What follows belongs to an exercise in optimizing a design on an open flow for small area, a short achievable clock period and few clock cycles; a production flow would make more cautious choices. Only simulation tests tie the RTL to the original design; equivalence was not proved. Power figures rest on the tool's default switching activity, not on a simulated workload.

==> flow/standard.sh <==
#!/bin/bash
# synth_recipe.tcl (not shown) runs the flow's synth.tcl, then flattens the netlist and writes it again
# the make line also repeats each setting of config.mk as NAME=value (left out here)
make -C /OpenROAD-flow-scripts/flow DESIGN_CONFIG=/design/flow/config.mk WORK_HOME=/design/flow/orfs CLKGATE_MAP_FILE= SYNTH_SCRIPT=/design/flow/synth_recipe.tcl "${@:-finish}"
==> flow/design.v <==
module tsd_core #(
    parameter MEM_LIMIT = 32,           
    parameter INIT_CAPACITY = 4         
) (
    input  wire        clk,
    input  wire        rst,             
    input  wire        cmd_valid,
    output wire        cmd_ready,
    input  wire [31:0] cmd_data,
    output wire        rsp_valid,
    input  wire        rsp_ready,
    output wire [31:0] rsp_data,
    output wire        rsp_last,
    output wire        halted,
    output wire [31:0] halt_word
);
    localparam [7:0] OP_FPUSH  = 8'h10, OP_FPUSHN = 8'h11, OP_FPOP   = 8'h12,
                     OP_FPOPU  = 8'h13, OP_FPULL  = 8'h14, OP_FPULLU = 8'h15,
                     OP_FFIND  = 8'h16, OP_FNORM  = 8'h17, OP_FSIZE  = 8'h18,
                     OP_FCAP   = 8'h19, OP_FEMPTY = 8'h1A,
                     OP_CRC8   = 8'h20, OP_MKRD   = 8'h21, OP_MKWR   = 8'h22,
                     OP_PARSE  = 8'h23;
    localparam [1:0] F_ALLOC = 2'd1, F_ILLEGAL = 2'd2, F_BADUNIT = 2'd3;
    localparam [2:0] K_CODE  = 3'd0,    
                     K_C8    = 3'd1,    
                     K_MKRD  = 3'd2,    
                     K_MKWR  = 3'd3,    
                     K_PARSE = 3'd4,    
                     K_PULL  = 3'd5,    
                     K_PULLU = 3'd6,    
                     K_FIND  = 3'd7;    
    function [7:0] crc8_byte(input [7:0] crc_in, input [7:0] b_in);
        integer k;
        reg [7:0] c, b;
        begin
            c = crc_in;
            b = b_in;
            for (k = 0; k < 8; k = k + 1) begin
                if (c[7] ^ b[0])
                    c = {c[6:0], 1'b0} ^ 8'h07;
                else
                    c = {c[6:0], 1'b0};
                b = b >> 1;
            end
            crc8_byte = c;
        end
    endfunction
    function [4:0] first_one(input [31:0] v);
        integer k;
        begin
            first_one = 5'd0;
            for (k = 31; k >= 0; k = k - 1)
                if (v[k]) first_one = k[4:0];
        end
    endfunction
    reg        r_v;
    reg [31:0] r_d;
    reg        r_ill;       
    reg        r_zero;      
    reg        r_bad;       
    reg        r_badunit;   
    reg        r_fnorm;
    reg        r_padbad;    
    reg        r_hblk;      
    reg        r_nbig;      
    reg [5:0]  r_n6;        
    reg [14:0] r_oh;        
    reg [31:0] r_eq;        
    reg [31:0] r_eqhi;      
    wire [7:0]  i_opc  = cmd_data[31:24];
    wire [7:0]  i_unit = cmd_data[23:16];
    wire [15:0] i_imm  = cmd_data[15:0];
    reg        i_known;
    reg [31:0] i_mask;
    reg        i_zero;
    always @(*) begin
        i_known = 1'b1;
        i_mask  = 32'hFFFFFFFF;
        i_zero  = 1'b0;
        case (i_opc)
            OP_FPUSH:  i_mask = 32'hFF00FFFF;
            OP_FPUSHN: begin i_mask = 32'hFF000000; i_zero = (i_imm == 16'd0); end
            OP_FPOP:   begin i_mask = 32'hFF000000; i_zero = 1'b1; end
            OP_FPOPU:  i_mask = 32'hFF00FFFF;
            OP_FPULL:  begin i_mask = 32'hFF000000; i_zero = 1'b1; end
            OP_FPULLU: i_mask = 32'hFF007FFF;
            OP_FFIND:  i_mask = 32'hFF00FFFF;
            OP_FNORM:  begin i_mask = 32'hFF00FFFF; i_zero = 1'b1; end
            OP_FSIZE:  begin i_mask = 32'hFF00FFFF; i_zero = 1'b1; end
            OP_FCAP:   begin i_mask = 32'hFF00FFFF; i_zero = 1'b1; end
            OP_FEMPTY: begin i_mask = 32'hFF00FFFF; i_zero = 1'b1; end
            OP_CRC8:   begin i_mask = 32'hFFFF0000; i_zero = (i_imm == 16'd0); end
            OP_MKRD:   begin i_mask = 32'hFFFF0080; i_zero = 1'b1; end
            OP_MKWR:   i_mask = 32'hFFFF0080;
            OP_PARSE:  i_mask = 32'hFFFFFFFF;
            default:   i_known = 1'b0;
        endcase
    end
    wire i_mismatch = (cmd_data[23:0] & i_mask[23:0]) != 24'd0;
    wire i_crcbad   = (i_opc == OP_CRC8) && (i_imm == 16'd0 || i_imm[15:8] != 8'd0);
    wire i_unitbad  = (i_opc[7:4] == 4'h1) && (i_unit != 8'd0);
    wire [5:0] i_n6 = (i_opc == OP_FPUSH) ? 6'd1 : i_imm[5:0];
    wire [1:0] i_nmod = st_ops ? c_nmod : r_d[1:0];
    reg [31:0] mem [0:31];              
    reg [4:0]  ph, pt;                  
    reg [5:0]  sz;                      
    reg [5:0]  lt;                      
    reg [5:0]  cap;                     
    wire       cap_hi = cap[5] || (cap[4] && cap[3] && cap[2]);    
    wire [31:0] th_ph = (32'd1 << ph) - 32'd1;           
    wire [31:0] th_pt = (32'd1 << pt) - 32'd1;           
    wire [31:0] live  = (sz == 6'd0)  ? 32'd0 :
                        (ph < pt)     ? (~th_ph & th_pt) : (~th_ph | th_pt);
    wire [31:0] i_eq;
    genvar gi;
    generate
        for (gi = 0; gi < 32; gi = gi + 1) begin : g_eq
            assign i_eq[gi] = live[gi] && (mem[gi] == cmd_data);
        end
    endgenerate
    reg        st_ops;                  
    reg [7:0]  c_opc, c_unit;           
    reg        c_rbit;                  
    reg [1:0]  c_nmod;                  
    reg [15:0] ops_left;
    reg        ops_one;                 
    reg        ops_two;                 
    reg [1:0]  pend_fault;
    reg        realloc;
    reg [7:0]  crc_acc;
    reg        fault_wait;              
    reg        halt_r;
    reg [1:0]  fcode;
    reg [31:0] bp [0:1];                
    reg        bp_busy [0:1];
    reg        bp_wsel, bp_rsel;        
    localparam WD = 4, WB = 2;
    reg        w_val  [0:WD-1];
    reg        w_fail [0:WD-1];
    reg        w_more [0:WD-1];
    reg [2:0]  w_kind [0:WD-1];
    reg [14:0] w_q    [0:WD-1];
    reg [7:0]  w_c    [0:WD-1];
    reg [WB-1:0] w_head, w_tail;
    reg [2:0]  w_cnt;
    reg        w_full;
    reg [2:0]  a_kind;
    reg [14:0] a_q;                     
    reg [7:0]  a_c;
    reg        a_more, a_w1, a_w2;
    reg        ob_v, ob_last;
    reg [31:0] ob;
    reg        danger;                  
    wire [7:0]  h_opc  = r_d[31:24];
    wire [15:0] h_imm  = r_d[15:0];
    wire        h_is_FPUSH, h_is_FPUSHN, h_is_FPOP, h_is_FPOPU, h_is_FPULL, h_is_FPULLU, h_is_FFIND, h_is_FNORM, h_is_FSIZE, h_is_FCAP, h_is_FEMPTY, h_is_CRC8, h_is_MKRD, h_is_MKWR, h_is_PARSE;
    assign h_is_FPUSH = r_oh[0];
    assign h_is_FPUSHN = r_oh[1];
    assign h_is_FPOP = r_oh[2];
    assign h_is_FPOPU = r_oh[3];
    assign h_is_FPULL = r_oh[4];
    assign h_is_FPULLU = r_oh[5];
    assign h_is_FFIND = r_oh[6];
    assign h_is_FNORM = r_oh[7];
    assign h_is_FSIZE = r_oh[8];
    assign h_is_FCAP = r_oh[9];
    assign h_is_FEMPTY = r_oh[10];
    assign h_is_CRC8 = r_oh[11];
    assign h_is_MKRD = r_oh[12];
    assign h_is_MKWR = r_oh[13];
    assign h_is_PARSE = r_oh[14];
    reg         c_push, c_crc, c_mkwr, c_parse, c_ffind, c_fpopu, c_fpullu;
    reg         k_pushnf, k_bpnf, k_fault;    
    wire        r_last  = st_ops ? ops_one : r_zero;
    wire [5:0]  cap_div5, cap_cl;
    assign cap_div5[0] = (cap == 6'd5) || (cap == 6'd6) || (cap == 6'd7) || (cap == 6'd8) || (cap == 6'd9) || (cap == 6'd15) || (cap == 6'd16) || (cap == 6'd17) || (cap == 6'd18) || (cap == 6'd19) || (cap == 6'd25) || (cap == 6'd26) || (cap == 6'd27) || (cap == 6'd28) || (cap == 6'd29);
    assign cap_div5[1] = (cap == 6'd10) || (cap == 6'd11) || (cap == 6'd12) || (cap == 6'd13) || (cap == 6'd14) || (cap == 6'd15) || (cap == 6'd16) || (cap == 6'd17) || (cap == 6'd18) || (cap == 6'd19) || (cap == 6'd30) || (cap == 6'd31) || (cap == 6'd32);
    assign cap_div5[2] = (cap == 6'd20) || (cap == 6'd21) || (cap == 6'd22) || (cap == 6'd23) || (cap == 6'd24) || (cap == 6'd25) || (cap == 6'd26) || (cap == 6'd27) || (cap == 6'd28) || (cap == 6'd29) || (cap == 6'd30) || (cap == 6'd31) || (cap == 6'd32);
    assign cap_div5[3] = 1'b0;
    assign cap_div5[4] = 1'b0;
    assign cap_div5[5] = 1'b0;
    assign cap_cl[0] = (cap == 6'd4) || (cap == 6'd5) || (cap == 6'd7) || (cap == 6'd9) || (cap == 6'd10) || (cap == 6'd12) || (cap == 6'd14) || (cap == 6'd15) || (cap == 6'd17) || (cap == 6'd19) || (cap == 6'd20) || (cap == 6'd22) || (cap == 6'd24) || (cap == 6'd25) || (cap == 6'd27) || (cap == 6'd29) || (cap == 6'd30) || (cap == 6'd32);
    assign cap_cl[1] = (cap == 6'd4) || (cap == 6'd5) || (cap == 6'd8) || (cap == 6'd9) || (cap == 6'd10) || (cap == 6'd13) || (cap == 6'd14) || (cap == 6'd15) || (cap == 6'd18) || (cap == 6'd19) || (cap == 6'd20) || (cap == 6'd23) || (cap == 6'd24) || (cap == 6'd25) || (cap == 6'd28) || (cap == 6'd29) || (cap == 6'd30);
    assign cap_cl[2] = (cap == 6'd6) || (cap == 6'd7) || (cap == 6'd8) || (cap == 6'd9) || (cap == 6'd10) || (cap == 6'd16) || (cap == 6'd17) || (cap == 6'd18) || (cap == 6'd19) || (cap == 6'd20) || (cap == 6'd26) || (cap == 6'd27) || (cap == 6'd28) || (cap == 6'd29) || (cap == 6'd30);
    assign cap_cl[3] = (cap == 6'd11) || (cap == 6'd12) || (cap == 6'd13) || (cap == 6'd14) || (cap == 6'd15) || (cap == 6'd16) || (cap == 6'd17) || (cap == 6'd18) || (cap == 6'd19) || (cap == 6'd20) || (cap == 6'd31) || (cap == 6'd32);
    assign cap_cl[4] = (cap == 6'd21) || (cap == 6'd22) || (cap == 6'd23) || (cap == 6'd24) || (cap == 6'd25) || (cap == 6'd26) || (cap == 6'd27) || (cap == 6'd28) || (cap == 6'd29) || (cap == 6'd30) || (cap == 6'd31) || (cap == 6'd32);
    assign cap_cl[5] = 1'b0;
    wire        lh_zero  = (lt == sz);
    wire        norm_cmp;     
    wire        norm_fail_c = !lh_zero && !norm_cmp && cap_hi;
    reg         fn_wait, norm_fail;
    wire        pad_bad = r_padbad;
    wire        r_fault_last = st_ops ? (ops_one && (pend_fault != 2'd0 || (c_crc && pad_bad)))
                                      : (r_ill || (r_zero && r_bad) || (r_fnorm && norm_fail));
    wire        bp_wbusy = bp_busy[bp_wsel];
    wire        stall = st_ops ? ((ops_one && w_full) || (k_pushnf && danger) ||
                                  (k_bpnf && bp_wbusy && (c_mkwr || ops_two)))
                               : ((r_zero && w_full) || (r_fnorm && cap_hi && !fn_wait));
    wire        blk   = st_ops ? ((ops_one && (w_full || k_fault || (c_crc && pad_bad))) ||
                                  (k_pushnf && danger) ||
                                  (k_bpnf && bp_wbusy && (c_mkwr || ops_two)))
                               : (r_hblk || (r_zero && w_full) || (r_fnorm && cap_hi));
    assign cmd_ready = !fault_wait && !(r_v && blk);
    wire        eng = r_v && !stall && !fault_wait;     
    wire [5:0]  h_n6    = r_n6;
    wire        h_nbig  = r_nbig;
    wire [5:0]  tail_rm = cap - lt;
    wire [6:0]  live_n7 = {1'b0, sz} + {1'b0, h_n6};
    wire        push_tail    = !h_nbig && (h_n6 <= tail_rm);
    wire        push_compact = !h_nbig && (live_n7 <= {1'b0, cap_cl});
    wire [5:0]  cap_left = 6'd32 - cap;
    wire        grow_bad = h_nbig || cap_hi || (h_n6 > cap_left);
    wire [5:0]  cap_n    = cap + h_n6;
    wire [5:0]  cap_norm = cap + cap_div5;
    wire [5:0]  grow_cap = (h_n6 > cap_div5) ? cap_n : cap_norm;
    wire [5:0]  live_n   = live_n7[5:0];
    wire        h_push   = h_is_FPUSH || h_is_FPUSHN;
    wire        push_alloc_bad = !push_tail && !push_compact && grow_bad;
    wire [5:0]  lt_app   = lt + h_n6;
    assign      norm_cmp = sz <= cap_cl;
    wire [31:0] ge_ph  = ~th_ph;
    wire [63:0] s_vec  = {r_eq, r_eqhi};
    reg  [5:0]  s_idx;
    integer si;
    always @(*) begin
        s_idx = 6'd0;
        for (si = 63; si >= 0; si = si - 1)
            if (s_vec[si]) s_idx = si[5:0];
    end
    wire [4:0]  s_pos  = s_idx[4:0];
    wire        s_hit  = |r_eq;
    wire [4:0]  s_szn  = pt - s_pos - 5'd1;      
    wire        mk_hdr = !st_ops && (h_is_MKRD || h_is_MKWR);
    wire [7:0]  f_in   = mk_hdr ? 8'h6F : (st_ops ? crc_acc : 8'h00);    
    wire [7:0]  f_b0   = mk_hdr ? 8'h00 : r_d[31:24];
    wire [7:0]  f_b1   = mk_hdr ? 8'h00 : r_d[23:16];
    wire [7:0]  f_b2   = r_d[15:8];
    wire [7:0]  f_b3   = mk_hdr ? {r_d[6:0], h_is_MKWR} : r_d[7:0];
    wire [7:0]  f_1    = crc8_byte(f_in, f_b0);
    wire [7:0]  f_2    = crc8_byte(f_1, f_b1);
    wire [7:0]  f_3    = crc8_byte(f_2, f_b2);
    wire [7:0]  f_4    = crc8_byte(f_3, f_b3);
    wire [7:0]  crc_w  = !(c_crc && ops_one) ? f_4 :
                         (c_nmod == 2'd0)     ? f_3 :
                         (c_nmod == 2'd3)     ? f_2 :
                         (c_nmod == 2'd2)     ? f_1 : crc_acc;
    reg        nd_v, nd_fail, nd_more;
    reg [2:0]  nd_kind;
    reg [14:0] nd_q;
    reg [7:0]  nd_c;
    always @(*) begin
        nd_v    = 1'b0;
        nd_fail = 1'b0;
        nd_kind = K_CODE;
        nd_q    = 15'd0;
        nd_c    = 8'd0;
        nd_more = 1'b1;
        if (eng && !r_fault_last) begin
            if (!st_ops) begin
                case (1'b1)
                h_is_FPUSH, h_is_FPUSHN: if (h_n6 == 6'd0 && !h_nbig) begin
                    nd_v = 1'b1; nd_kind = K_C8;
                end
                h_is_FPOP: begin
                    nd_v = 1'b1; nd_fail = ({10'd0, sz} < h_imm); nd_more = 1'b0;
                end
                h_is_FPULL: begin
                    nd_v = 1'b1;
                    if ({9'd0, sz} < {1'b0, h_imm[14:0]}) begin nd_fail = 1'b1; nd_more = 1'b0; end
                    else begin nd_kind = K_PULL; nd_q = {4'd0, ph, h_imm[5:0]}; nd_more = (h_imm[5:0] != 6'd0); end
                end
                h_is_FNORM: begin
                    nd_v = 1'b1; nd_kind = K_C8;
                    nd_c = {7'd0, !lh_zero && !norm_cmp};
                end
                h_is_FSIZE:  begin nd_v = 1'b1; nd_kind = K_C8; nd_c = {2'd0, sz}; end
                h_is_FCAP:   begin nd_v = 1'b1; nd_kind = K_C8; nd_c = {2'd0, cap}; end
                h_is_FEMPTY: begin nd_v = 1'b1; nd_kind = K_C8; nd_c = {7'd0, sz == 6'd0}; end
                h_is_MKRD:   begin nd_v = 1'b1; nd_kind = K_MKRD; nd_q = {r_d[15:8], r_d[6:0]}; nd_c = f_4; end
                default: ;
                endcase
            end else if (ops_one && pend_fault == 2'd0) begin
                if (c_push) begin
                    nd_v = 1'b1; nd_kind = K_C8; nd_c = {7'd0, realloc};
                end else if (c_crc) begin
                    nd_v = 1'b1; nd_kind = K_C8; nd_c = crc_w;
                end else if (c_mkwr) begin
                    nd_v = 1'b1; nd_kind = K_MKWR; nd_q = ops_left[14:0]; nd_c = f_4;
                end else if (c_parse) begin
                    nd_v = 1'b1; nd_kind = K_PARSE; nd_c = {7'd0, f_3 == r_d[7:0]};
                end else if (c_ffind) begin
                    nd_v = 1'b1; nd_kind = s_hit ? K_FIND : K_C8; nd_c = {2'd0, sz};
                    nd_q = {4'd0, ph, 1'b0, s_pos};
                end else if (c_fpopu) begin
                    nd_v = 1'b1; nd_fail = !s_hit; nd_more = 1'b0;
                end else begin                                 
                    nd_v = 1'b1;
                    if (!s_hit) begin nd_fail = 1'b1; nd_more = 1'b0; end
                    else begin nd_kind = K_PULLU; nd_q = {4'd0, ph, 1'b0, s_pos}; end
                end
            end
        end
    end
    wire        adv     = !ob_v || rsp_ready;
    wire        from_w  = adv && !a_more && w_val[w_head];
    wire        l_fail = w_fail[w_head];
    wire [2:0]  l_kind = w_kind[w_head];
    wire [14:0] l_q    = w_q[w_head];
    wire [7:0]  l_c    = w_c[w_head];
    wire        l_w1   = (l_kind != K_CODE) && (l_kind != K_PULL);
    wire        l_more = w_more[w_head];
    wire [4:0]  l_koff = l_q[4:0] - l_q[10:6];
    wire [5:0]  l_kcnt = {1'b0, l_koff} + 6'd1;       
    wire [4:0]  a_ptr = a_q[10:6];
    wire [5:0]  a_cnt = a_q[5:0];
    reg  [31:0] a_word;
    reg         a_wlast;
    always @(*) begin
        if (a_w1) begin
            case (a_kind)
            K_MKRD:  a_word = {8'h50, a_q, 1'b0, a_c};
            K_MKWR:  a_word = {8'h50, a_q, 1'b1, bp[bp_rsel][31:24]};
            K_PULLU: a_word = {26'd0, a_cnt};
            K_FIND:  a_word = {27'd0, a_q[4:0] - a_q[10:6]};
            default: a_word = {24'd0, a_c};
            endcase
            a_wlast = (a_kind == K_C8) || (a_kind == K_MKRD) || (a_kind == K_FIND);
        end else if (a_w2) begin
            a_word  = (a_kind == K_MKWR) ? {bp[bp_rsel][23:0], a_c} : bp[bp_rsel];
            a_wlast = 1'b1;
        end else begin
            a_word  = mem[a_ptr];
            a_wlast = (a_cnt == 6'd1);
        end
    end
    function in_region(input [4:0] x, input [4:0] p, input [5:0] n);
        reg [4:0] d;
        begin
            d = x - p;
            in_region = {1'b0, d} < n;
        end
    endfunction
    wire [4:0] pt1 = pt + 5'd1;
    reg danger_next;
    integer di;
    always @(*) begin
        danger_next = a_more && (a_kind == K_PULL || a_kind == K_PULLU) &&
                      (in_region(pt, a_ptr, a_cnt) || in_region(pt1, a_ptr, a_cnt));
        for (di = 0; di < WD; di = di + 1)
            if (w_val[di] && (w_kind[di] == K_PULL) &&
                (in_region(pt, w_q[di][10:6], w_q[di][5:0]) || in_region(pt1, w_q[di][10:6], w_q[di][5:0])))
                danger_next = 1'b1;
            else if (w_val[di] && (w_kind[di] == K_PULLU) &&
                (((pt - w_q[di][10:6]) <= (w_q[di][4:0] - w_q[di][10:6])) ||
                 ((pt1 - w_q[di][10:6]) <= (w_q[di][4:0] - w_q[di][10:6]))))
                danger_next = 1'b1;
    end
    assign rsp_valid = ob_v;
    assign rsp_data  = ob;
    assign rsp_last  = ob_last;
    assign halted    = halt_r;
    assign halt_word = {halt_r ? 8'hEE : 8'h00,
                        halt_r ? c_opc : 8'h00,
                        halt_r ? c_unit : 8'h00,
                        6'd0, fcode};
    always @(posedge clk) begin
        if (nd_v) begin
            w_fail[w_tail] <= nd_fail;
            w_more[w_tail] <= nd_more;
            w_kind[w_tail] <= nd_kind;
            w_q[w_tail]    <= nd_q;
            w_c[w_tail]    <= nd_c;
        end
    end
    always @(posedge clk) begin
        norm_fail <= norm_fail_c;
        if (rst)
            fn_wait <= 1'b0;
        else
            fn_wait <= r_v && !st_ops && r_fnorm && cap_hi && !fn_wait && !fault_wait;
    end
    wire mem_we = eng && st_ops && k_pushnf;
    always @(posedge clk) begin
        if (mem_we) mem[pt] <= r_d;
    end
    always @(posedge clk) begin
        if (rst) begin
            r_v <= 1'b0;
        end else if (cmd_ready) begin
            r_v <= cmd_valid;
        end else if (eng) begin
            r_v <= 1'b0;
        end
        if (cmd_ready) begin    
            r_d       <= cmd_data;
            r_ill     <= !i_known || i_opc[7];
            r_zero    <= i_zero;
            r_bad     <= i_mismatch || i_crcbad || i_unitbad;
            r_badunit <= !i_mismatch && !i_crcbad;
            r_fnorm   <= (i_opc == OP_FNORM);
            r_padbad  <= (i_nmod == 2'd1 && cmd_data[23:0] != 24'd0) ||
                         (i_nmod == 2'd2 && cmd_data[15:0] != 16'd0) ||
                         (i_nmod == 2'd3 && cmd_data[7:0] != 8'd0);
            r_hblk    <= !i_known || i_opc[7] || (i_zero && (i_mismatch || i_crcbad || i_unitbad));
            r_nbig    <= (i_opc != OP_FPUSH) && (i_imm[15:6] != 10'd0);
            r_n6      <= i_n6;
            r_oh[0] <= (i_opc == OP_FPUSH);
            r_oh[1] <= (i_opc == OP_FPUSHN);
            r_oh[2] <= (i_opc == OP_FPOP);
            r_oh[3] <= (i_opc == OP_FPOPU);
            r_oh[4] <= (i_opc == OP_FPULL);
            r_oh[5] <= (i_opc == OP_FPULLU);
            r_oh[6] <= (i_opc == OP_FFIND);
            r_oh[7] <= (i_opc == OP_FNORM);
            r_oh[8] <= (i_opc == OP_FSIZE);
            r_oh[9] <= (i_opc == OP_FCAP);
            r_oh[10] <= (i_opc == OP_FEMPTY);
            r_oh[11] <= (i_opc == OP_CRC8);
            r_oh[12] <= (i_opc == OP_MKRD);
            r_oh[13] <= (i_opc == OP_MKWR);
            r_oh[14] <= (i_opc == OP_PARSE);
            r_eq      <= i_eq;
            r_eqhi    <= i_eq & ~th_ph;
        end
    end
    always @(posedge clk) begin
        if (eng) begin
            if (!st_ops) begin
                c_opc    <= h_opc;
                c_push   <= h_is_FPUSH || h_is_FPUSHN;
                c_crc    <= h_is_CRC8;
                c_mkwr   <= h_is_MKWR;
                c_parse  <= h_is_PARSE;
                c_ffind  <= h_is_FFIND;
                c_fpopu  <= h_is_FPOPU;
                c_fpullu <= h_is_FPULLU;
                c_unit   <= r_d[23:16];
                c_rbit   <= h_imm[15];
                c_nmod   <= h_imm[1:0];
                realloc  <= !push_tail && !push_compact;
                crc_acc  <= h_is_MKWR ? f_4 : 8'd0;
                pend_fault <= r_bad ? (r_badunit ? F_BADUNIT : F_ILLEGAL) :
                              (h_push && push_alloc_bad) ? F_ALLOC : 2'd0;
                k_fault  <= r_bad || (h_push && push_alloc_bad);
                k_pushnf <= !r_bad && h_push && !push_alloc_bad;
                k_bpnf   <= !r_bad && (h_is_MKWR || h_is_PARSE);
                case (1'b1)
                h_is_FPUSHN: ops_left <= h_imm;
                h_is_CRC8:   ops_left <= {2'b00, h_imm[15:2]} + {15'd0, h_imm[1:0] != 2'd0};
                h_is_PARSE:  ops_left <= 16'd2;
                h_is_MKWR: ops_left <= {1'b0, r_d[15:8], r_d[6:0]};    
                default:   ops_left <= 16'd1;
                endcase
                ops_one <= h_is_FPUSHN ? (h_imm == 16'd1) :
                           h_is_CRC8   ? (h_imm[15:2] == 14'd0 || h_imm == 16'd4) :
                           !h_is_PARSE;
                ops_two <= h_is_FPUSHN ? (h_imm == 16'd2) :
                           h_is_CRC8   ? (h_imm[15:3] == 13'd0 && h_imm[2]) || h_imm == 16'd8 :
                           h_is_PARSE;
            end else begin
                ops_left <= ops_left - 16'd1;
                ops_one  <= ops_two;
                ops_two  <= (ops_left == 16'd3);
                if (c_crc || c_mkwr || c_parse) begin
                    crc_acc <= (c_parse && ops_one) ? f_3 : crc_w;
                end
                if (pend_fault == 2'd0) begin
                    if (c_mkwr) bp[bp_wsel] <= r_d;
                    if (c_parse) begin
                        if (ops_two) bp[bp_wsel][31:24] <= r_d[7:0];
                        else         bp[bp_wsel][23:0]  <= r_d[31:8];
                    end
                end
            end
        end
    end
    wire hdr_ok = eng && !st_ops && !r_ill && !r_bad;    
    always @(posedge clk) begin
        if (rst) begin
            st_ops     <= 1'b0;
            ph         <= 5'd0;
            pt         <= 5'd0;
            sz         <= 6'd0;
            lt         <= 6'd0;
            cap        <= INIT_CAPACITY[5:0];
            fault_wait <= 1'b0;
            halt_r     <= 1'b0;
            fcode      <= 2'd0;
            bp_busy[0] <= 1'b0;
            bp_busy[1] <= 1'b0;
            bp_wsel    <= 1'b0;
            bp_rsel    <= 1'b0;
        end else begin
            if (fault_wait && !ob_v && !a_more && w_cnt == 3'd0)
                halt_r <= 1'b1;
            if (eng && !st_ops) begin
                if (!r_ill && !r_zero) st_ops <= 1'b1;
                if (r_ill) begin
                    fault_wait <= 1'b1; fcode <= F_ILLEGAL;
                end else if (r_bad && r_zero) begin
                    fault_wait <= 1'b1; fcode <= r_badunit ? F_BADUNIT : F_ILLEGAL;
                end else if (!r_bad && r_fnorm && norm_fail) begin
                    fault_wait <= 1'b1; fcode <= F_ALLOC;
                end
            end
            if (hdr_ok) begin
                case (1'b1)
                h_is_FPUSH, h_is_FPUSHN: begin
                    if (h_n6 != 6'd0 && !h_nbig) begin
                        if (push_tail)
                            lt <= lt_app;
                        else if (push_compact)
                            lt <= live_n;
                        else if (!grow_bad) begin
                            cap <= grow_cap;
                            lt  <= live_n;
                        end
                    end
                end
                h_is_FPOP: if (!nd_fail) begin
                    ph <= ph + h_imm[4:0];
                    sz <= sz - h_imm[5:0];
                end
                h_is_FPULL: if (!nd_fail && h_imm[15]) begin
                    ph <= ph + h_imm[4:0];
                    sz <= sz - h_imm[5:0];
                end
                h_is_FNORM: if (!lh_zero) begin
                    lt <= sz;
                    if (!norm_cmp) cap <= cap_norm;
                end
                default: ;
                endcase
            end
            if (eng && st_ops) begin
                if (ops_one) st_ops <= 1'b0;
                if (pend_fault == 2'd0) begin
                    if (c_push) begin
                        pt <= pt + 5'd1;
                        sz <= sz + 6'd1;
                    end
                    if (c_mkwr || (c_parse && ops_two)) bp_busy[bp_wsel] <= 1'b1;
                    if (c_mkwr || (c_parse && ops_one)) bp_wsel <= !bp_wsel;
                    if (ops_one && (c_fpopu || (c_fpullu && c_rbit)) && s_hit) begin
                        ph <= s_pos + 5'd1;
                        sz <= {1'b0, s_szn};
                    end
                end
                if (ops_one && r_fault_last) begin
                    fault_wait <= 1'b1;
                    fcode      <= (pend_fault != 2'd0) ? pend_fault : F_ILLEGAL;
                end
            end
            if (adv && a_more && !a_w1 && a_w2) begin
                bp_busy[bp_rsel] <= 1'b0;
                bp_rsel          <= !bp_rsel;
            end
        end
    end
    always @(posedge clk) begin
        if (rst) begin
            w_tail <= {WB{1'b0}};
            w_head <= {WB{1'b0}};
            w_cnt  <= 3'd0;
            w_full <= 1'b0;
            for (di = 0; di < WD; di = di + 1) w_val[di] <= 1'b0;
            ob_v   <= 1'b0;
            ob_last <= 1'b0;
            a_more <= 1'b0;
            a_w1   <= 1'b0;
            a_w2   <= 1'b0;
            danger <= 1'b0;
        end else begin
            danger <= danger_next;
            if (nd_v) begin
                w_val[w_tail] <= 1'b1;
                w_tail        <= (w_tail == WD - 1) ? {WB{1'b0}} : w_tail + 1'b1;
            end
            if (from_w) begin
                w_val[w_head] <= 1'b0;
                w_head        <= (w_head == WD - 1) ? {WB{1'b0}} : w_head + 1'b1;
            end
            if (nd_v && !from_w) begin
                w_cnt  <= w_cnt + 3'd1;
                w_full <= (w_cnt == WD - 1);
            end else if (!nd_v && from_w) begin
                w_cnt  <= w_cnt - 3'd1;
                w_full <= 1'b0;
            end
            if (adv) begin
                if (a_more) begin
                    ob      <= a_word;
                    ob_last <= a_wlast;
                    ob_v    <= 1'b1;
                    if (a_w1) begin
                        a_w1   <= 1'b0;
                        a_more <= !a_wlast;
                    end else if (a_w2) begin
                        a_w2   <= 1'b0;
                        a_more <= 1'b0;
                    end else begin
                        a_q[10:6] <= a_ptr + 5'd1;
                        a_q[5:0]  <= a_cnt - 6'd1;
                        a_more    <= !a_wlast;
                    end
                end else if (from_w) begin
                    ob      <= {31'd0, l_fail};
                    ob_last <= !l_more;
                    ob_v    <= 1'b1;
                    a_kind  <= l_kind;
                    a_q     <= (l_kind == K_PULLU) ? {l_q[14:6], l_kcnt} : l_q;
                    a_c     <= l_c;
                    a_more  <= l_more;
                    a_w1    <= l_w1;
                    a_w2    <= (l_kind == K_MKWR) || (l_kind == K_PARSE);
                end else begin
                    ob_v    <= 1'b0;
                end
            end
        end
    end
endmodule
==> flow/flow/run.sh <==
#!/bin/bash
set -euo pipefail
bash standard.sh SETUP_SLACK_MARGIN=8.5 finish > standard_flow.log 2>&1
==> flow/constraint.sdc <==
create_clock -name core_clock -period 12.0 [get_ports {clk}]
set_input_delay 2.4000 -clock core_clock [delete_from_list [all_inputs] [get_ports {clk}]]
set_output_delay 2.4000 -clock core_clock [all_outputs]
set_load 0.01 [all_outputs]
==> flow/config.mk <==
export PLATFORM = sky130hd
export DESIGN_NAME = tsd_core
export DESIGN_NICKNAME = tsd_core
export VERILOG_FILES = /design/flow/design.v
export SDC_FILE = /design/flow/constraint.sdc
export NUM_CORES = 4
export LEC_CHECK = 0
export CAP_MARGIN = 20
export CORE_MARGIN = 2
export CORE_UTILIZATION = 40
export SLEW_MARGIN = 20
==> impl_metrics.py, run 1 <==
metrics = {
    "final_layout": {
        "nets": 7332,
        "drive_gt1_share_pct": 29.9,
        "layout.cells.non_filler": 9987,
        "syn_to_final_growth_pct": 26.9,
        "fin_area_um2": 107000,
        "fin_util_pct": 51.1,
    },
    "setup_path": {
        "setup.worst_path.start_class": "flop",
        "critPathMaxFanout": 5,
        "critPathKind": "flop to primary output",
        "worstPathCellList": "a211oi_2 > o21ai_1 > o21a_1 > a21oi_4 > buf_12 > buf_6",
        "worstPathArrival_ns": 2.32,
        "endpoint_kind": "primary output",
        "cpPeakStageDelay_ns": 0.46,
        "r2r-start": "cap[5]",
        "reg2reg_slack_ns": 7.64,
        "slowest_stage": "edfxtp_1",
        "cp_num_buf_inv": 2,
        "worstReg2RegEnd": "cap[4]",
        "ff2ff_path_depth": 11,
        "crit_family": "compound AO/OA/AOI/OAI gates",
        "cp_data_required_time_ns": 9.60,
    },
    "placed_design": {
        "port_buffers": 95,
        "dpl.hpwl_um": 238000,
        "dp_cells": 9103,
        "place_ws_ns": 6.36,
        "gp_congestion": 0.979,
        "dpl_cell_area_um2": 90000,
    },
    "global_route": {
        "grt_usage_pct": 33.8,
        "antenna_found_initial": 38,
        "grt_util_met3_pct": 11.3,
        "grt_pass1_vias": 60700,
        "overflow": 0,
        "grt_max_degree": 59,
        "top_usage_layer": "met2",
        "use_met1_pct": 42.6,
        "grt.met2_usage_pct": 48.5,
        "grt_pass1_wl_um": 504000,
    },
    "pwr": {
        "p_per_area_nw_per_um2": 146,
        "power_mw": 15.6,
        "worst_ir_drop_vdd_v": 0.000273,
        "leakage_nw": 36.9,
    },
    "cts": {
        "clockRootBuffer": "clkbuf_16",
        "worstSkewPairLatency_ns": 0.88,
        "clockBufferDepth": 3,
        "cts_sinks": 1507,
        "clk_pin_slew_ns": 0.06,
        "cts_tree": "built",
        "cts_buffers": 169,
        "postCtsHoldBufs": 0,
        "h-tree-depth": 4,
    },
    "die": {
        "coreArea_um2": 210000,
        "die_h_um": 463,
        "rows": 168,
        "ios": 104,
        "die_area_um2": 215000,
        "start_util_pct": 40.2,
        "die_w_um": 463,
    },
    "sta": {
        "setup_viol": 0,
        "fin_crit_ns": 4.72,
        "skew_ns": 0.0787,
        "finalCritPeriodShare_pct": 39.3,
        "fin_setup_tns_ns": 0,
        "rsz0062_at_grt": "true",
        "slew_viol_final": 0,
        "finalHoldViolations": 0,
        "holdWs_ns": 0.424,
        "slew_headroom_pct": 23.7,
        "worst_slack_ns": 7.28,
        "worst_pin_slew_ns": 1.13,
        "fmax_mhz": 212,
    },
    "routing": {
        "drtIter0Drc": 11300,
        "drt_first_pass_iters": 7,
        "avgRoutedWirePerCell_um": 37.7,
        "ant_nets": 0,
        "via_count": 64300,
        "drt-total-wl_um": 376000,
        "viasPerCell": 6.44,
        "drcViolationCount": 0,
    },
    "min_path": {
        "hold_depth": 0,
        "hp-class": "flop to flop",
        "min-delay-start": "r_oh[6]",
        "hold_end": "c_ffind",
    },
    "logic_synthesis": {
        "yosys_register_bits": 1507,
        "ys_warn_count": 1,
        "synthCells": 6417,
        "netlist.area_leader.share_pct": 51.2,
        "synth_edf_count": 1440,
        "synth.largest_area_cell": "edfxtp_1",
        "async_flop_share_pct": 0,
        "netlist_area_um2": 84400,
        "synth.top_cells.by_count": "edfxtp_1, xnor2_1, xor2_1",
        "synth_area_leaders": "edfxtp_1, mux4_2, xnor2_1, xor2_1, ha_1",
        "yosysSeqAreaShare_pct": 52.8,
        "yosysMostFrequentCell": "edfxtp_1",
        "ys_types": 94,
        "synth_flop_cell": "edfxtp_1",
        "syn_area_per_cell_um2": 13.2,
    },
    "outcome": {
        "outcome": "complete, no violations",
    },
    "run": {
        "max-cap-violations": 0,
    },
}
layout make-up:
class	count	area [um2]
multi-input combinational	4344	42100
sequential	1507	44600
timing repair inverter	1	7.51
antenna	10	25.0
timing repair buffer	820	10400
clock buffer	204	4450
inverter	189	756
clock inverter	107	1130
tap	2805	3510
fill	17500	103000
flip-flops by register name, indices dropped and copies added (netlist names), 6 cells and up, named ones only:
| signal | flops |
|---|---|
| r_eq | 32 |
| bp | 64 |
| r_oh | 15 |
| r_n6 | 6 |
| w_q | 60 |
| ops_left | 16 |
| r_d | 32 |
| w_kind | 12 |
| r_eqhi | 32 |
| c_opc | 8 |
| mem | 1024 |
| a_c | 8 |
| c_unit | 8 |
| lt | 6 |
| ob | 32 |
| w_c | 32 |
| a_q | 15 |
| crc_acc | 8 |
| cap | 6 |
| sz | 6 |
cell usage in the layout, fill, tap and decap left out, drive strengths merged, types with 20 or more instances in the layout:
| master | count |
|---|---|
| a211oi | 63 |
| a21o | 67 |
| a21oi | 277 |
| a221oi | 25 |
| a31oi | 40 |
| and2 | 46 |
| and3 | 24 |
| buf | 791 |
| clkbuf | 214 |
| clkinv | 83 |
| dfxtp | 67 |
| edfxtp | 1440 |
| fa | 25 |
| ha | 239 |
| inv | 181 |
| maj3 | 20 |
| mux2 | 41 |
| mux2i | 71 |
| mux4 | 373 |
| nand2 | 248 |
| nand2b | 41 |
| nand3 | 73 |
| nand4 | 223 |
| nor2 | 386 |
| nor2b | 44 |
| nor3 | 104 |
| nor4 | 138 |
| o21a | 23 |
| o21ai | 196 |
| xnor2 | 868 |
| xnor3 | 20 |
| xor2 | 419 |
cells by family (layout without fill, tap and decap cells):
kind of cell | after synthesis | count (layout) | share of synthesized area [%]
flops | 1507 | 1507 | 52.8
simple gates | 1383 | 1394 | 8.27
xor+xnor | 1309 | 1309 | 14.1
compound gates | 864 | 864 | 6.42
buf+inv | 584 | 1321 | 2.66
mux | 485 | 485 | 11.4
fa+ha+maj | 284 | 284 | 4.37
other cells | 1 | 18 | 0.00444
where the power goes:
group	internal [mW]	switching (mW)	total [mW]
clock	3.01	2.33	5.34
combinational	1.84	2.30	4.15
sequential	5.98	0.139	6.12
total	10.8	4.77	15.6
layer usage:
metal  share of wire (%)  routed length (um)
met1                  34              130000
met2                  42              157000
met3                  14               54200
met4                 9.3               35100
met5               0.052                 194
worst max-delay path by stage:
stage / from / end / cells after the start
floorplan: st_ops / cmd_ready / 7
global placement: cmd_data[15] / r_eqhi[26] / 8
detailed placement: cmd_data[15] / r_eq[9] / 8
CTS: cap[2] / cmd_ready / 8
global route: c_crc / cmd_ready / 6
finish: c_crc / cmd_ready / 6
what timing repair did:
| item | CTS | global route |
|---|---|---|
| resized for setup | 1008 | 357 |
| endpoints found under the setup margin | 1684 | 1578 |
| gates cloned | 57 | 8 |
| pin swaps | 200 | 164 |
| setup buffers | 360 | 138 |
Testbench counts, summed over its fixed seeds: cycles 9,175.
==> run 2, diff against run 1 <==
--- a/flow/design.v
+++ b/flow/design.v
@@ -61,6 +61,8 @@
     reg        r_badunit;   
     reg        r_fnorm;
     reg        r_padbad;    
+    reg        r_pbad;      
+    reg        r_fnblk;     
     reg        r_hblk;      
     reg        r_nbig;      
     reg [5:0]  r_n6;        
@@ -101,6 +103,9 @@
     wire i_unitbad  = (i_opc[7:4] == 4'h1) && (i_unit != 8'd0);
     wire [5:0] i_n6 = (i_opc == OP_FPUSH) ? 6'd1 : i_imm[5:0];
     wire [1:0] i_nmod = st_ops ? c_nmod : r_d[1:0];
+    wire       i_padbad = (i_nmod == 2'd1 && cmd_data[23:0] != 24'd0) ||
+                          (i_nmod == 2'd2 && cmd_data[15:0] != 16'd0) ||
+                          (i_nmod == 2'd3 && cmd_data[7:0] != 8'd0);
     reg [31:0] mem [0:31];              
     reg [4:0]  ph, pt;                  
     reg [5:0]  sz;                      
@@ -192,14 +197,13 @@
     wire        pad_bad = r_padbad;
     wire        r_fault_last = st_ops ? (ops_one && (pend_fault != 2'd0 || (c_crc && pad_bad)))
                                       : (r_ill || (r_zero && r_bad) || (r_fnorm && norm_fail));
-    wire        bp_wbusy = bp_busy[bp_wsel];
-    wire        stall = st_ops ? ((ops_one && w_full) || (k_pushnf && danger) ||
-                                  (k_bpnf && bp_wbusy && (c_mkwr || ops_two)))
+    reg         bp_wbusy;    
+    reg         bp_need;     
+    wire        stall = st_ops ? ((ops_one && w_full) || (k_pushnf && danger) || (bp_need && bp_wbusy))
                                : ((r_zero && w_full) || (r_fnorm && cap_hi && !fn_wait));
-    wire        blk   = st_ops ? ((ops_one && (w_full || k_fault || (c_crc && pad_bad))) ||
-                                  (k_pushnf && danger) ||
-                                  (k_bpnf && bp_wbusy && (c_mkwr || ops_two)))
-                               : (r_hblk || (r_zero && w_full) || (r_fnorm && cap_hi));
+    wire        blk   = st_ops ? ((ops_one && (w_full || k_fault || r_pbad)) ||
+                                  (k_pushnf && danger) || (bp_need && bp_wbusy))
+                               : (r_hblk || (r_zero && w_full) || r_fnblk);
     assign cmd_ready = !fault_wait && !(r_v && blk);
     wire        eng = r_v && !stall && !fault_wait;     
     wire [5:0]  h_n6    = r_n6;
@@ -379,6 +383,30 @@
         else
             fn_wait <= r_v && !st_ops && r_fnorm && cap_hi && !fn_wait && !fault_wait;
     end
+    wire bp_set = eng && st_ops && bp_need;
+    wire bp_tog = eng && st_ops && k_bpnf && ops_one;
+    wire bp_clr = adv && a_more && !a_w1 && a_w2;
+    wire bp_b0n = (bp_busy[0] || (bp_set && !bp_wsel)) && !(bp_clr && !bp_rsel);
+    wire bp_b1n = (bp_busy[1] || (bp_set &&  bp_wsel)) && !(bp_clr &&  bp_rsel);
+    wire bp_wsn = bp_wsel ^ bp_tog;
+    always @(posedge clk) begin
+        if (rst) begin
+            bp_busy[0] <= 1'b0;
+            bp_busy[1] <= 1'b0;
+            bp_wsel    <= 1'b0;
+            bp_rsel    <= 1'b0;
+            bp_wbusy   <= 1'b0;
+            bp_need    <= 1'b0;
+        end else begin
+            bp_busy[0] <= bp_b0n;
+            bp_busy[1] <= bp_b1n;
+            bp_wsel    <= bp_wsn;
+            bp_rsel    <= bp_rsel ^ bp_clr;
+            bp_wbusy   <= bp_wsn ? bp_b1n : bp_b0n;
+            if (eng)
+                bp_need <= !st_ops && !r_bad && (h_is_MKWR || h_is_PARSE);
+        end
+    end
     wire mem_we = eng && st_ops && k_pushnf;
     always @(posedge clk) begin
         if (mem_we) mem[pt] <= r_d;
@@ -398,9 +426,10 @@
             r_bad     <= i_mismatch || i_crcbad || i_unitbad;
             r_badunit <= !i_mismatch && !i_crcbad;
             r_fnorm   <= (i_opc == OP_FNORM);
-            r_padbad  <= (i_nmod == 2'd1 && cmd_data[23:0] != 24'd0) ||
-                         (i_nmod == 2'd2 && cmd_data[15:0] != 16'd0) ||
-                         (i_nmod == 2'd3 && cmd_data[7:0] != 8'd0);
+            r_padbad  <= i_padbad;
+            r_pbad    <= i_padbad && (st_ops ? c_crc : h_is_CRC8);
+            r_fnblk   <= (i_opc == OP_FNORM) &&
+                         (cap_hi || (r_v && !st_ops && (h_is_FPUSH || h_is_FPUSHN || h_is_FNORM)));
             r_hblk    <= !i_known || i_opc[7] || (i_zero && (i_mismatch || i_crcbad || i_unitbad));
             r_nbig    <= (i_opc != OP_FPUSH) && (i_imm[15:6] != 10'd0);
             r_n6      <= i_n6;
@@ -486,10 +515,6 @@
             fault_wait <= 1'b0;
             halt_r     <= 1'b0;
             fcode      <= 2'd0;
-            bp_busy[0] <= 1'b0;
-            bp_busy[1] <= 1'b0;
-            bp_wsel    <= 1'b0;
-            bp_rsel    <= 1'b0;
         end else begin
             if (fault_wait && !ob_v && !a_more && w_cnt == 3'd0)
                 halt_r <= 1'b1;
@@ -539,8 +564,6 @@
                         pt <= pt + 5'd1;
                         sz <= sz + 6'd1;
                     end
-                    if (c_mkwr || (c_parse && ops_two)) bp_busy[bp_wsel] <= 1'b1;
-                    if (c_mkwr || (c_parse && ops_one)) bp_wsel <= !bp_wsel;
                     if (ops_one && (c_fpopu || (c_fpullu && c_rbit)) && s_hit) begin
                         ph <= s_pos + 5'd1;
                         sz <= {1'b0, s_szn};
@@ -551,10 +574,6 @@
                     fcode      <= (pend_fault != 2'd0) ? pend_fault : F_ILLEGAL;
                 end
             end
-            if (adv && a_more && !a_w1 && a_w2) begin
-                bp_busy[bp_rsel] <= 1'b0;
-                bp_rsel          <= !bp_rsel;
-            end
         end
     end
     always @(posedge clk) begin
==> flow/flow/run.sh (replaced) <==
#!/bin/bash
set -euo pipefail
bash standard.sh SETUP_SLACK_MARGIN=8 TNS_END_PERCENT=30 finish > standard_flow.log 2>&1
==> impl_metrics.py, run 2 <==
metrics = {
    "outcome": {
        "outcome": "complete, no violations",
    },
    "cts": {
        "cts_tree": "built",
        "worstSkewPairLatency_ns": 0.84,
        "cts_sinks": 1509,
        "cts_buffers": 163,
        "h-tree-depth": 4,
        "clockRootBuffer": "clkbuf_16",
        "clk_pin_slew_ns": 0.06,
        "clockBufferDepth": 3,
    },
    "logic_synthesis": {
        "yosysMostFrequentCell": "edfxtp_1",
        "synthCells": 6422,
        "synth.largest_area_cell": "edfxtp_1",
        "netlist_area_um2": 84300,
        "yosys_register_bits": 1509,
        "synth_area_leaders": "edfxtp_1, mux4_2, xnor2_1, ha_1, xor2_1",
        "ys_warn_count": 2,
        "ys_types": 89,
        "synth.top_cells.by_count": "edfxtp_1, xnor2_1, nor2_1",
        "syn_area_per_cell_um2": 13.1,
        "yosysSeqAreaShare_pct": 52.9,
        "synth_edf_count": 1442,
        "async_flop_share_pct": 0,
        "synth_flop_cell": "edfxtp_1",
        "netlist.area_leader.share_pct": 51.3,
    },
    "sta": {
        "slew_viol_final": 0,
        "worst_pin_slew_ns": 1.27,
        "skew_ns": 0.0828,
        "slew_headroom_pct": 14.5,
        "setup_viol": 0,
        "rsz0062_at_grt": "true",
        "fmax_mhz": 220,
        "finalCritPeriodShare_pct": 37.9,
        "finalHoldViolations": 0,
        "fin_setup_tns_ns": 0,
        "fin_crit_ns": 4.54,
    },
    "die": {
        "start_util_pct": 40.2,
        "die_w_um": 463,
        "coreArea_um2": 210000,
        "die_h_um": 463,
        "ios": 104,
        "die_area_um2": 215000,
        "rows": 168,
    },
    "setup_path": {
        "critPathMaxFanout": 2,
        "endpoint_kind": "primary output",
        "setup.worst_path.start_class": "flop",
        "cp_data_required_time_ns": 9.60,
        "worstPathArrival_ns": 2.14,
        "critPathKind": "flop to primary output",
    },
    "routing": {
        "drtIter0Drc": 10100,
        "avgRoutedWirePerCell_um": 36.0,
        "drt-total-wl_um": 345000,
        "viasPerCell": 6.32,
        "drcViolationCount": 0,
        "drt_first_pass_iters": 6,
        "via_count": 60600,
        "ant_nets": 0,
    },
    "final_layout": {
        "largest_reg_flops": 1024,
        "fill_cells": 18500,
        "multiInputGateArea_um2": 39100,
        "layout_commonest_cell": "edfxtp_1",
        "max_flop_register": "mem",
        "fin_util_pct": 46.7,
        "largest_registers": "mem x1024, bp x64, w_q x60",
        "drive_gt1_share_pct": 19.9,
        "fin_area_um2": 97900,
        "regArea_um2": 44700,
        "syn_to_final_growth_pct": 16.0,
        "layout_common_cells": "edfxtp_1, xnor2_1, mux4_2",
        "nets": 6935,
    },
    "run": {
        "max-cap-violations": 0,
    },
    "placed_design": {
        "port_buffers": 95,
        "dpl_cell_area_um2": 88900,
        "dpl.hpwl_um": 238000,
        "gp_congestion": 1.03,
    },
    "global_route": {
        "grt.met2_usage_pct": 45.9,
        "overflow": 0,
        "grt_pass1_vias": 57900,
        "antenna_found_initial": 21,
        "grt_usage_pct": 31.4,
        "top_usage_layer": "met2",
        "use_met1_pct": 41.3,
        "grt_max_degree": 94,
        "grt_pass1_wl_um": 472000,
        "grt_util_met3_pct": 8.96,
    },
    "min_path": {
        "hp-class": "flop to flop",
    },
    "pwr": {
        "worst_ir_drop_vdd_v": 0.000282,
        "p_per_area_nw_per_um2": 143,
        "leakage_nw": 32.5,
    },
}
## run 2: changes by cell type after synthesis, moves of 9 or more
cell,change
xor2_1,-79
xnor2_1,+88
a21o_1,-9
o211ai_1,-9
nand4_1,+10
a211o_1,+9
nor4_1,-13
nor2b_1,+9
or3_1,+12
o22ai_1,+9
a31oi_1,-11
## run 2: power breakdown
part	leakage, nW	total (mW)	internal [mW]	switching [mW]
Sequential	13.8	6.04	5.92	0.119
Clock	2.62	5.16	2.89	2.28
Combinational	16.0	2.83	1.19	1.64
Total	32.5	14.0	9.99	4.03
## run 2: critical path: stages (launching register included)
cell      delay, ns
edfxtp_1       0.43
a22oi_2        0.21
nand4_1        0.17
a31oi_4        0.21
buf_12         0.19
buf_8          0.12
## run 2: cells by family after synthesis
group	after synthesis	share of synthesized area, %
XOR/XNOR	1303	13.8
flip-flops	1509	52.9
buffers and inverters	582	2.67
AO/OA/AOI/OAI	866	6.48
multiplexers	485	11.4
adder cells (fa/ha/maj)	291	4.47
other	1	0.00445
AND/OR/NAND/NOR	1385	8.27
## run 2: final cells by class
class                      instances  area share (%)
tap                             2805            3.59
clock buffer                     189            4.31
multi-input combinational       4343            40.0
antenna                           12          0.0307
inverter                         183           0.731
timing repair inverter             1         0.00511
clock inverter                   107            1.17
sequential                      1509            45.7
timing repair buffer             432            4.53
## run 2: stage by stage
step	setup WS, ns	instances	power [mW]	hold slack (ns)
2_1_floorplan	6.44	6429	7.44	0.400
3_3_place_gp	6.42	9103	8.17	0.408
3_5_place_dp	6.33	9108	8.18	0.409
4_1_cts	7.40	9497	13.7	0.417
5_1_grt	7.37	9569	14.4	0.422
6_report	7.46	9581	14.0	0.415
## run 2: final timing paths
| kind | depth (start not counted) | slack [ns] | to | from |
|---|---|---|---|---|
| setup / recovery | 5 | 7.46 | cmd_ready | k_pushnf |
| setup reg to reg | 15 | 7.57 | w_c[2][2] | r_d[31] |
| hold reg to reg | 0 | 0.42 | c_fpopu | r_oh[3] |
| hold / removal | 0 | 0.42 | c_fpopu | r_oh[3] |
## run 2: layer usage
| layer | routed length (um) | share of wire (%) |
|---|---|---|
| met5 | 122 | 0.035 |
| met4 | 24700 | 7.2 |
| met2 | 148000 | 43 |
| met3 | 43200 | 13 |
| met1 | 128000 | 37 |
## run 2: repair_timing
item | 4_1_cts | 5_1_grt
gates cloned | 12 | 4
hold buffers | 0 | 0
setup buffers | 81 | 67
gates resized for setup | 347 | 220
pin swaps | 43 | 46
setup endpoints to repair | 907 | 926
Testbench counts of run 2, summed over its fixed seeds: cycles 9,175.
==> run 3, diff against run 2 <==
--- a/flow/design.v
+++ b/flow/design.v
@@ -112,8 +112,14 @@
     reg [5:0]  lt;                      
     reg [5:0]  cap;                     
     wire       cap_hi = cap[5] || (cap[4] && cap[3] && cap[2]);    
-    wire [31:0] th_ph = (32'd1 << ph) - 32'd1;           
-    wire [31:0] th_pt = (32'd1 << pt) - 32'd1;           
+    wire [31:0] th_ph, th_pt;                            
+    genvar ti;
+    generate
+        for (ti = 0; ti < 32; ti = ti + 1) begin : g_th
+            assign th_ph[ti] = ph > ti;
+            assign th_pt[ti] = pt > ti;
+        end
+    endgenerate
     wire [31:0] live  = (sz == 6'd0)  ? 32'd0 :
                         (ph < pt)     ? (~th_ph & th_pt) : (~th_ph | th_pt);
     wire [31:0] i_eq;
@@ -337,26 +343,15 @@
             a_wlast = (a_cnt == 6'd1);
         end
     end
-    function in_region(input [4:0] x, input [4:0] p, input [5:0] n);
-        reg [4:0] d;
-        begin
-            d = x - p;
-            in_region = {1'b0, d} < n;
-        end
-    endfunction
     wire [4:0] pt1 = pt + 5'd1;
     reg danger_next;
     integer di;
     always @(*) begin
         danger_next = a_more && (a_kind == K_PULL || a_kind == K_PULLU) &&
-                      (in_region(pt, a_ptr, a_cnt) || in_region(pt1, a_ptr, a_cnt));
+                      (pt == a_ptr || pt1 == a_ptr);
         for (di = 0; di < WD; di = di + 1)
-            if (w_val[di] && (w_kind[di] == K_PULL) &&
-                (in_region(pt, w_q[di][10:6], w_q[di][5:0]) || in_region(pt1, w_q[di][10:6], w_q[di][5:0])))
-                danger_next = 1'b1;
-            else if (w_val[di] && (w_kind[di] == K_PULLU) &&
-                (((pt - w_q[di][10:6]) <= (w_q[di][4:0] - w_q[di][10:6])) ||
-                 ((pt1 - w_q[di][10:6]) <= (w_q[di][4:0] - w_q[di][10:6]))))
+            if (w_val[di] && ((w_kind[di] == K_PULL && w_q[di][5:0] != 6'd0) || w_kind[di] == K_PULLU) &&
+                (pt == w_q[di][10:6] || pt1 == w_q[di][10:6]))
                 danger_next = 1'b1;
     end
     assign rsp_valid = ob_v;
==> impl_metrics.py, run 3 <==
metrics = {
    "outcome": {
        "outcome": "complete, but fails checks",
        "so_faults": "capacitance limit, slew limit",
    },
    "setup_path": {
        "cp_data_required_time_ns": 9.60,
        "critPathKind": "flop to primary output",
        "worstPathCellList": "a22oi_2 > nand4_1 > a31oi_4 > buf_6",
        "cpPeakStageDelay_ns": 0.48,
        "worstPathArrival_ns": 2.11,
        "endpoint_kind": "primary output",
        "setup.worst_path.start_class": "flop",
        "slowest_stage": "edfxtp_1",
        "critPathMaxFanout": 3,
    },
    "die": {
        "rows": 164,
        "die_h_um": 452,
        "die_area_um2": 204000,
        "coreArea_um2": 199000,
        "start_util_pct": 40.2,
        "ios": 104,
        "die_w_um": 452,
    },
    "final_layout": {
        "max_flop_register": "mem",
        "layout_commonest_cell": "edfxtp_1",
        "nets": 6244,
        "syn_to_final_growth_pct": 16.3,
        "layout.cells.non_filler": 8909,
        "layout_common_cells": "edfxtp_1, xor2_1, mux4_2",
        "largest_registers": "mem x1024, bp x64, w_q x60",
        "largest_reg_flops": 1024,
        "drive_gt1_share_pct": 20.6,
    },
    "cts": {
        "clockRootBuffer": "clkbuf_16",
        "clk_pin_slew_ns": 0.06,
        "worstSkewPairLatency_ns": 0.87,
        "postCtsHoldBufs": 0,
        "cts_sinks": 1509,
        "clockBufferDepth": 3,
        "cts_tree": "built",
        "h-tree-depth": 4,
        "cts_buffers": 169,
    },
    "routing": {
        "drtIter0Drc": 9249,
        "avgRoutedWirePerCell_um": 38.1,
        "via_count": 57100,
        "drt_first_pass_iters": 8,
        "drt-total-wl_um": 340000,
        "viasPerCell": 6.41,
        "ant_nets": 0,
        "drcViolationCount": 0,
    },
    "sta": {
        "fmax_mhz": 222,
        "worst_pin_slew_ns": 1.76,
        "slew_headroom_pct": -18.3,
        "finalCritPeriodShare_pct": 37.6,
        "holdWs_ns": 0.425,
        "fin_crit_ns": 4.51,
        "rsz0062_at_grt": "true",
        "setup_viol": 0,
        "skew_ns": 0.0562,
        "slew_viol_final": 5,
        "finalHoldViolations": 0,
        "fin_setup_tns_ns": 0,
    },
    "global_route": {
        "antenna_found_initial": 31,
        "grt_pass1_wl_um": 457000,
        "grt_usage_pct": 32.5,
        "grt_max_degree": 129,
        "overflow": 0,
        "grt_pass1_vias": 54100,
    },
    "logic_synthesis": {
        "syn_area_per_cell_um2": 13.7,
        "yosys_register_bits": 1509,
        "synth_flop_cell": "edfxtp_1",
        "netlist.area_leader.share_pct": 54.0,
        "ys_types": 90,
        "synth.largest_area_cell": "edfxtp_1",
        "synth_area_leaders": "edfxtp_1, mux4_2, xor2_1, xnor2_1, nor4_1",
        "yosysMostFrequentCell": "edfxtp_1",
        "synthCells": 5869,
        "netlist_area_um2": 80200,
        "yosysSeqAreaShare_pct": 55.7,
        "async_flop_share_pct": 0,
        "synth_edf_count": 1442,
        "ys_warn_count": 2,
        "synth.top_cells.by_count": "edfxtp_1, xor2_1, xnor2_1",
    },
    "pwr": {
        "p_per_area_nw_per_um2": 148,
        "worst_ir_drop_vdd_v": 0.000165,
        "power_mw": 13.8,
        "leakage_nw": 31.2,
    },
    "min_path": {
        "hp-class": "flop to flop",
    },
    "placed_design": {
        "port_buffers": 95,
        "dpl.hpwl_um": 235000,
        "dp_cells": 8447,
        "gp_congestion": 1.04,
    },
    "run": {
        "max-cap-violations": 1,
    },
}
-- run 3: changes by cell type in the layout (fill, tap and decap cells not counted), sizes merged, moves of 15 or more --
cell    delta
a211oi    -36
nand2     -15
nor4     +139
nand4    -122
nor3      -34
inv       -50
a21o      -23
nand2b    -20
xnor2    -566
xor2     +533
a21oi     -65
ha       -134
o21ai     -35
nor2      -35
-- run 3: critical path, delay by kind of cell (launching register included) --
| family | cells | cell delay (ns) |
|---|---|---|
| simple gates | 1 | 0.19 |
| flops | 1 | 0.48 |
| buf+inv | 1 | 0.15 |
| compound gates | 2 | 0.46 |
-- run 3: cell families after synthesis --
logic type	synth area share, %
fa+ha+maj	2.14
compound gates	5.28
other cells	0.00468
flops	55.7
buf+inv	2.44
simple gates	8.21
mux	11.8
xor+xnor	14.4
-- run 3: cell type report --
type / count / area (um2)
sequential: 1509 / 44700
fill: 17600 / 106000
timing repair buffer: 417 / 4320
inverter: 127 / 505
timing repair inverter: 1 / 5.00
antenna: 22 / 55.1
clock buffer: 205 / 4370
multi-input combinational: 3865 / 35000
tap: 2656 / 3320
clock inverter: 107 / 1060
-- run 3: what timing repair did --
item                                    in CTS  in global routing
gates resized for setup                    371                135
pin swaps                                   49                 47
endpoints found under the setup margin    1348               1057
cloned                                       5                  6
buffers inserted                            68                 49
-- run 3: path summary, 6_finish.rpt --
check        startpoint         to  slack, ns  depth (start not counted)
min reg2reg     r_oh[6]    c_ffind       0.43                          0
min             r_oh[6]    c_ffind       0.43                          0
max             ops_one  cmd_ready       7.49                          4
max reg2reg     r_oh[1]      lt[1]       7.74                          9
-- run 3: where the power goes --
part	switching (mW)	leakage [nW]	internal, mW
clock network	2.32	2.65	2.90
logic	1.53	14.6	0.988
registers	0.117	13.9	5.92
total	3.97	31.2	9.81
-- run 3: through the flow --
stage	cell area [um2]	utilization (%)	setup WS, ns
final	93300	46.8	7.49
after global routing	93300	46.8	7.43
after CTS	92300	46.3	7.42
after detailed placement	84900	42.6	6.06
after global placement	84700	42.5	6.00
after floorplan	80600	-	6.46
-- run 3: per-layer routing --
metal | track usage (%) | up-vias | part of all wire (%)
met5 | 0 | - | 0.022
met4 | 21.3 | 10 | 8.1
met3 | 7.21 | 843 | 11
met2 | 49.1 | 4351 | 44
met1 | 42.0 | 29200 | 36
li1 | - | 22700 | -
Testbench counts of run 3, summed over its fixed seeds: cycles 9,175.

-- afterwards: timing with drivers on the ports --
The flow's constraints put no driver on any port. The routed layouts listed below were extracted and timed again, unchanged, in two steps. Step 1 (the two cells are an assumption about what drives the block):
set clk [get_ports {clk}]
set_driving_cell -lib_cell sky130_fd_sc_hd__clkbuf_16 $clk
set_driving_cell -lib_cell sky130_fd_sc_hd__buf_2 [delete_from_list [all_inputs] $clk]
Step 2 adds t to the input delays and takes it off the output delays; t is the mean of the earliest and latest rising clock arrival at the registers after step 1. Input paths then give back, and output paths get back, about the clock's delay inside the block. Three values: no drivers, after step 1, after step 2; two values: the first two.
run	shift t [ns]	slack for setup (ns)	worst register clock-pin slew, ns
run 1	0.927	7.280 / 7.198 / 7.298	0.07 / 0.07
run 2	0.889	7.456 / 7.369 / 7.058	0.07 / 0.07
run 3	0.931	7.490 / 7.404 / 6.923	0.07 / 0.07
For run 3, which loses most, drivers alone change the setup slack by -0.086 ns; drivers and shift together by -0.567 ns.
